From an optimization exercise on the open Yosys and OpenROAD flow, aimed at small area, a short achievable clock period and few clock cycles per item; shortcuts taken in it are not production practice.
Only simulation tests tie the RTL to the original design; equivalence was not proved.

==> exp/maple: inputs <==
## lzss_comp
module lzss_comp #(
    parameter SMAX = 64,    
    parameter LMAX = 16     
) (
    input             clk,
    input             rst,         
    input             start,
    input      [11:0] cfg_s,
    input      [11:0] cfg_l,
    input      [4:0]  cfg_w,
    input      [12:0] cfg_n,
    input             in_valid,
    input      [15:0] in_data,
    output            in_ready,
    output            out_valid,
    output     [7:0]  out_data,
    output            out_last,
    input             out_ready,
    output reg        done,
    output reg [1:0]  err,         
    output     [12:0] res_lit,
    output     [12:0] res_match,
    output     [16:0] res_bits,
    output     [13:0] res_bytes
);
Settings: LEC_CHECK=0, CAP_MARGIN=20, CORE_MARGIN=2, CORE_UTILIZATION=40, SLEW_MARGIN=20; clock period 13.0 ns.
standard.sh (not shown) runs the stock make flow with config.mk's settings and CLKGATE_MAP_FILE= SYNTH_SCRIPT=/design/flow/synth_recipe.tcl, a recipe that flattens the netlist after the stock synthesis.
==> flow/flow/run.sh <==
#!/bin/bash
set -euo pipefail
export SETUP_SLACK_MARGIN=9.0
bash standard.sh > standard.log 2>&1
==> exp/juniper (differences from exp/maple) <==
--- a/flow/design.v
+++ b/flow/design.v
@@ -106,13 +106,12 @@
     reg        bad;                
     reg        su;                 
     reg        t_ok;               
     reg [6:0]  s_r;
     reg [4:0]  l_r;
     reg [4:0]  w_r;
-    reg [11:0] nm1_r;              
     reg [2:0]  ob_r;               
     reg [3:0]  cost_r;             
     reg [7:1]  tge;                
     reg        ce;                 
     reg        ir;                 
     reg [12:0] ntake;              
@@ -126,41 +125,48 @@
     reg [5:0]  bestd;              
     reg        ev_alive_r;         
     reg [15:0] h [1:HN];           
     reg [2:0]  c [1:HN];           
     reg [HN:1] a;                  
     reg        tv;
-    reg        tm;
     reg [16:0] tl;
     reg [4:0]  tn;
-    reg [39:0] acc;
+    reg [47:0] acc;
     reg [5:0]  acc_n;
-    reg [2:0]  hidx;               
-    reg        hdr;                
-    reg        ov;
-    reg        ol;
-    reg [7:0]  od;
+    reg        ov;                 
+    reg        ol;                 
     reg [12:0] cnt_lit;
     reg [12:0] cnt_match;
     reg [16:0] cnt_bits;
     reg [13:0] cnt_bytes;
     assign in_ready  = ir;
     assign out_valid = ov;
     assign out_last  = ol;
-    assign out_data  = od;
+    assign out_data  = acc[47:40];
     assign res_lit   = cnt_lit;
     assign res_match = cnt_match;
     assign res_bits  = cnt_bits;
     assign res_bytes = cnt_bytes;
     wire s_bad = (cfg_s == 12'd0) || (cfg_s > SMAX);
     wire l_bad = (cfg_l == 12'd0) || (cfg_l > LMAX);
     wire w_bad = (cfg_w == 5'd0) || (cfg_w > 5'd16);
     wire n_bad = (cfg_n > 13'd4096);
     wire [1:0] start_err = (s_bad || l_bad) ? 2'd1 :
                            w_bad            ? 2'd2 :
                            n_bad            ? 2'd1 : 2'd0;
+    reg [11:0] n_m1;
+    reg        n_lz;               
+    integer j;
+    always @(*) begin
+        n_lz = 1'b1;
+        for (j = 0; j < 12; j = j + 1) begin
+            n_m1[j] = cfg_n[j] ^ n_lz;
+            n_lz    = n_lz && !cfg_n[j];
+        end
+    end
+    wire [47:0] header = {cfg_s, cfg_l, 7'd0, cfg_w, n_m1};
     wire [5:0] n_fl    = acc_n + (tv ? {1'b0, tn} : 6'd0);
     wire       all_abs = nt0 && !xv;
     wire       t1      = tge[1];
     wire       in_fire = in_valid && ir;
     wire [15:0] wmask  = ~(16'hFFFF << w_r);
     wire [3:0]  sh_off = 4'd0 - {1'b0, ob_r};         
@@ -236,56 +242,44 @@
     end
     wire [15:0] lit_r  = h[k[2:0] == 3'd0 ? 1 : k[2:0]];
     wire [15:0] lit_l  = lit_r << sh_lit;
     wire [5:0]  m_off  = alive ? pe : bestd;
     wire [4:0]  m_len  = alive ? k : k_m1;
     wire [15:0] m_fld  = ({10'd0, m_off} << sh_off) | ({11'd0, m_len} << sh_len);
-    wire fin      = all_abs && kz && !tv;
-    wire src_v    = hdr || (acc_n >= 6'd8) || (fin && acc_n != 6'd0);
-    wire src_last = hdr ? (hidx == 3'd5 && fin && acc_n == 6'd0) : (fin && acc_n <= 6'd8);
-    reg [7:0] hdr_byte;
-    always @(*) begin
-        case (hidx)
-            3'd0:    hdr_byte = {5'd0, s_r[6:4]};
-            3'd1:    hdr_byte = {s_r[3:0], 4'd0};
-            3'd2:    hdr_byte = {3'd0, l_r};
-            3'd3:    hdr_byte = {7'd0, w_r[4]};
-            3'd4:    hdr_byte = {w_r[3:0], nm1_r[11:8]};
-            default: hdr_byte = nm1_r[7:0];
-        endcase
-    end
-    wire ob_take = !ov || out_ready;           
-    wire ld      = run && ob_take && src_v;
-    wire acc_pop = ld && !hdr;
-    wire [39:0] acc_ins = acc | (tv ? ({tl, 23'd0} >> acc_n[4:0]) : 40'd0);
+    wire        pop     = ov && out_ready;
+    wire [47:0] acc_ins = acc | (tv ? ({tl, 31'd0} >> acc_n[4:0]) : 48'd0);
     wire [5:0]  n_dec   = (n_fl > 6'd8) ? n_fl - 6'd8 : 6'd0;
+    wire [5:0]  n_nx    = pop ? n_dec : n_fl;
+    wire        fin_nx  = nt0_nx && !xv_nx && kz_nx && !emit;    
+    wire        ov_nx   = (n_nx >= 6'd8) || (fin_nx && n_nx != 6'd0);
+    wire        ol_nx   = fin_nx && (n_nx <= 6'd8);
     wire [17:0] bytes_c = {1'b0, cnt_bits} + 18'd55;
     wire [6:0]  nf_m    = {1'b0, n_fl} + {3'd0, cost_r};
     wire [6:0]  nf_l    = {1'b0, n_fl} + {2'd0, w_r} + 7'd1;
     wire [6:0]  nf_x    = !emit ? {1'b0, n_fl} : is_m ? nf_m : nf_l;
-    wire        ce_nx   = acc_pop ? (nf_x < 7'd32) : (nf_x < 7'd24);
+    wire        ce_nx   = pop ? (nf_x < 7'd40) : (nf_x < 7'd32);
     wire       xv_nx   = absorb ? (yv || in_fire) : (xv || in_fire);
     wire [7:1] tge_nx  = tge_of(w_r, cost_r);
     wire       t1_nx   = t_ok ? t1 : tge_nx[1];
     wire       eva_nx  = cont && !absorb;
     wire       kz_nx   = (k_nx == 5'd0);
-    wire       ab_nx   = xv_nx && ce_nx && (kz_nx || ((t_ok || su) && (!t1_nx || eva_nx)));
+    wire       nt0_nx  = in_fire ? (ntake == 13'd1) : nt0;
+    wire       ab_nx   = xv_nx && (kz_nx || (ce_nx && (t_ok || su) && (!t1_nx || eva_nx)));
     always @(posedge clk) begin
         done <= 1'b0;
         if (rst) begin
             run        <= 1'b0;
             bad        <= 1'b0;
             err        <= 2'd0;
             ir         <= 1'b0;
             ov         <= 1'b0;
             ol         <= 1'b0;
-            acc        <= 40'd0;
+            acc        <= 48'd0;
             acc_n      <= 6'd0;
             ce         <= 1'b1;
             tv         <= 1'b0;
-            hdr        <= 1'b0;
             xv         <= 1'b0;
             yv         <= 1'b0;
             k          <= 5'd0;
             kz         <= 1'b1;
             absorb     <= 1'b0;
             vcnt       <= 6'd0;
@@ -293,43 +287,52 @@
             ev_alive_r <= 1'b0;
             cnt_lit    <= 13'd0;
             cnt_match  <= 13'd0;
             cnt_bits   <= 17'd0;
             cnt_bytes  <= 14'd0;
         end else if (!run) begin
+            err <= 2'd0;
+            ir  <= 1'b0;
+            ov  <= 1'b0;
+            ol  <= 1'b0;
+            acc <= 48'd0;
+            acc_n <= 6'd0;
             if (start) begin
                 s_r        <= cfg_s[6:0];
                 l_r        <= cfg_l[4:0];
                 w_r        <= cfg_w;
-                nm1_r      <= cfg_n[11:0] - 12'd1;
-                ce         <= 1'b1;
+                ce         <= 1'b0;
                 err        <= start_err;
                 bad        <= (start_err != 2'd0);
                 ntake      <= cfg_n;
                 nt0        <= (cfg_n == 13'd0);
                 ir         <= (start_err == 2'd0) && (cfg_n != 13'd0);
+                if (start_err == 2'd0) begin
+                    acc   <= header;
+                    acc_n <= 6'd48;
+                    ov    <= 1'b1;
+                end
                 xv         <= 1'b0;
                 yv         <= 1'b0;
                 k          <= 5'd0;
                 kz         <= 1'b1;
                 absorb     <= 1'b0;
                 vcnt       <= 6'd0;
-                hidx       <= 3'd0;
-                hdr        <= 1'b1;
                 su         <= 1'b0;
                 t_ok       <= 1'b0;
                 tv         <= 1'b0;
                 ev_alive_r <= 1'b0;
                 cnt_lit    <= 13'd0;
                 cnt_match  <= 13'd0;
                 cnt_bits   <= 17'd0;
                 cnt_bytes  <= 14'd0;
                 if (start_err != 2'd0) done <= 1'b1;
                 else                   run  <= 1'b1;
             end
         end else begin
+            err <= 2'd0;
             if (!t_ok) begin
                 su <= 1'b1;
                 if (!su) begin
                     ob_r   <= b2r7(s_r);
                     cost_r <= 4'd1 + {1'b0, b2r7(s_r)} + {1'b0, b2r7({2'd0, l_r})};
                 end else begin
@@ -363,40 +366,27 @@
             absorb <= ab_nx;
             a <= a_nx;
             if (ev && alive) bestd <= pe;
             ev_alive_r <= cont && !absorb;
             tv <= emit;
             if (emit) begin
-                tm <= is_m;
                 tl <= is_m ? {1'b1, m_fld} : {1'b0, lit_l};
                 tn <= is_m ? {1'b0, cost_r} : (w_r + 5'd1);
             end
             if (tv) begin
                 cnt_bits <= cnt_bits + {12'd0, tn};
-                if (tm) cnt_match <= cnt_match + 13'd1;
+                if (tl[16]) cnt_match <= cnt_match + 13'd1;
                 else    cnt_lit   <= cnt_lit + 13'd1;
             end
             cnt_bytes <= bytes_c[16:3];
-            if (ob_take) begin
-                ov <= src_v;
-                ol <= src_last;
-                od <= hdr ? hdr_byte : acc[39:32];
-            end
-            if (ld && hdr) begin
-                hidx <= hidx + 3'd1;
-                if (hidx == 3'd5) hdr <= 1'b0;
-            end
-            ce <= ce_nx;
-            if (acc_pop) begin
-                acc   <= acc_ins << 8;
-                acc_n <= n_dec;
-            end else begin
-                acc   <= acc_ins;
-                acc_n <= n_fl;
-            end
-            if (ov && ol && out_ready) begin
+            ce    <= ce_nx;
+            acc   <= pop ? acc_ins << 8 : acc_ins;
+            acc_n <= n_nx;
+            ov    <= ov_nx;
+            ol    <= ol_nx;
+            if (pop && ol) begin
                 done <= 1'b1;
                 run  <= 1'b0;
                 ov   <= 1'b0;
                 ir   <= 1'b0;
             end
         end
==> flow/flow/run.sh (replaced) <==
#!/bin/bash
set -euo pipefail
export SETUP_SLACK_MARGIN=9.2
export BUFFER_PORTS_ARGS="-buffer_cell sky130_fd_sc_hd__buf_2"
bash standard.sh > standard.log 2>&1
Settings changed: CORE_UTILIZATION 40 to 55, CTS_CLUSTER_DIAMETER from default to 100, CTS_CLUSTER_SIZE from default to 20.
==> notes <==
Of exp/maple and exp/juniper, exp/maple has the higher die area (gap 39%, measured against exp/juniper).
Core utilization: exp/maple is lower than exp/juniper (16 points).
In exp/juniper the via count is smaller than in exp/maple, by 0.84%.
Against exp/juniper, the cell area of exp/maple is larger by 3.3%.
Against exp/juniper, the sequential share of layout area of exp/maple is lower by 1.0 points.
Between exp/juniper and exp/maple, the lower clock skew is in exp/maple (gap 0.020 ns).
Between exp/juniper and exp/maple, the lower count of clock-buffer cells in the layout is in exp/juniper (gap 106).
Non-clock buffer count: exp/maple is lower than exp/juniper (93).
Testbench counts of exp/maple, summed over its fixed seeds: cycles 43,486, units 42,556.
Testbench counts of exp/juniper, summed over its fixed seeds: cycles 43,104, units 42,556.

separate check: timing with driven ports:
No port has a modelled driver above. Below, the same layouts with a new extraction and two added sets of constraints. Step 1, drivers: a clkbuf_16 drives clk and a buf_2 each remaining input, both assumed. Step 2 moves the port delays by t, midway between the first and last clock arrival at a register: inputs arrive t later, outputs are due t later. That takes back most of the time a late clock gives input paths. a / b / c = no drivers / after step 1 / after step 2; a / b = the first two.
run | shift t [ns] | setup WS [ns] | worst setup path after step 2 | slew at the worst register clock pin (ns)
exp/maple | 0.899 | 8.998 / 8.922 / 8.173 | input to register | 0.07 / 0.07
exp/juniper | 0.805 | 9.077 / 9.072 / 8.329 | input to register | 0.10 / 0.10
After both steps setup and hold are still met in every run listed. The setup slack of exp/maple, which loses most, moves by -0.076 ns with the drivers and by -0.825 ns with both steps.
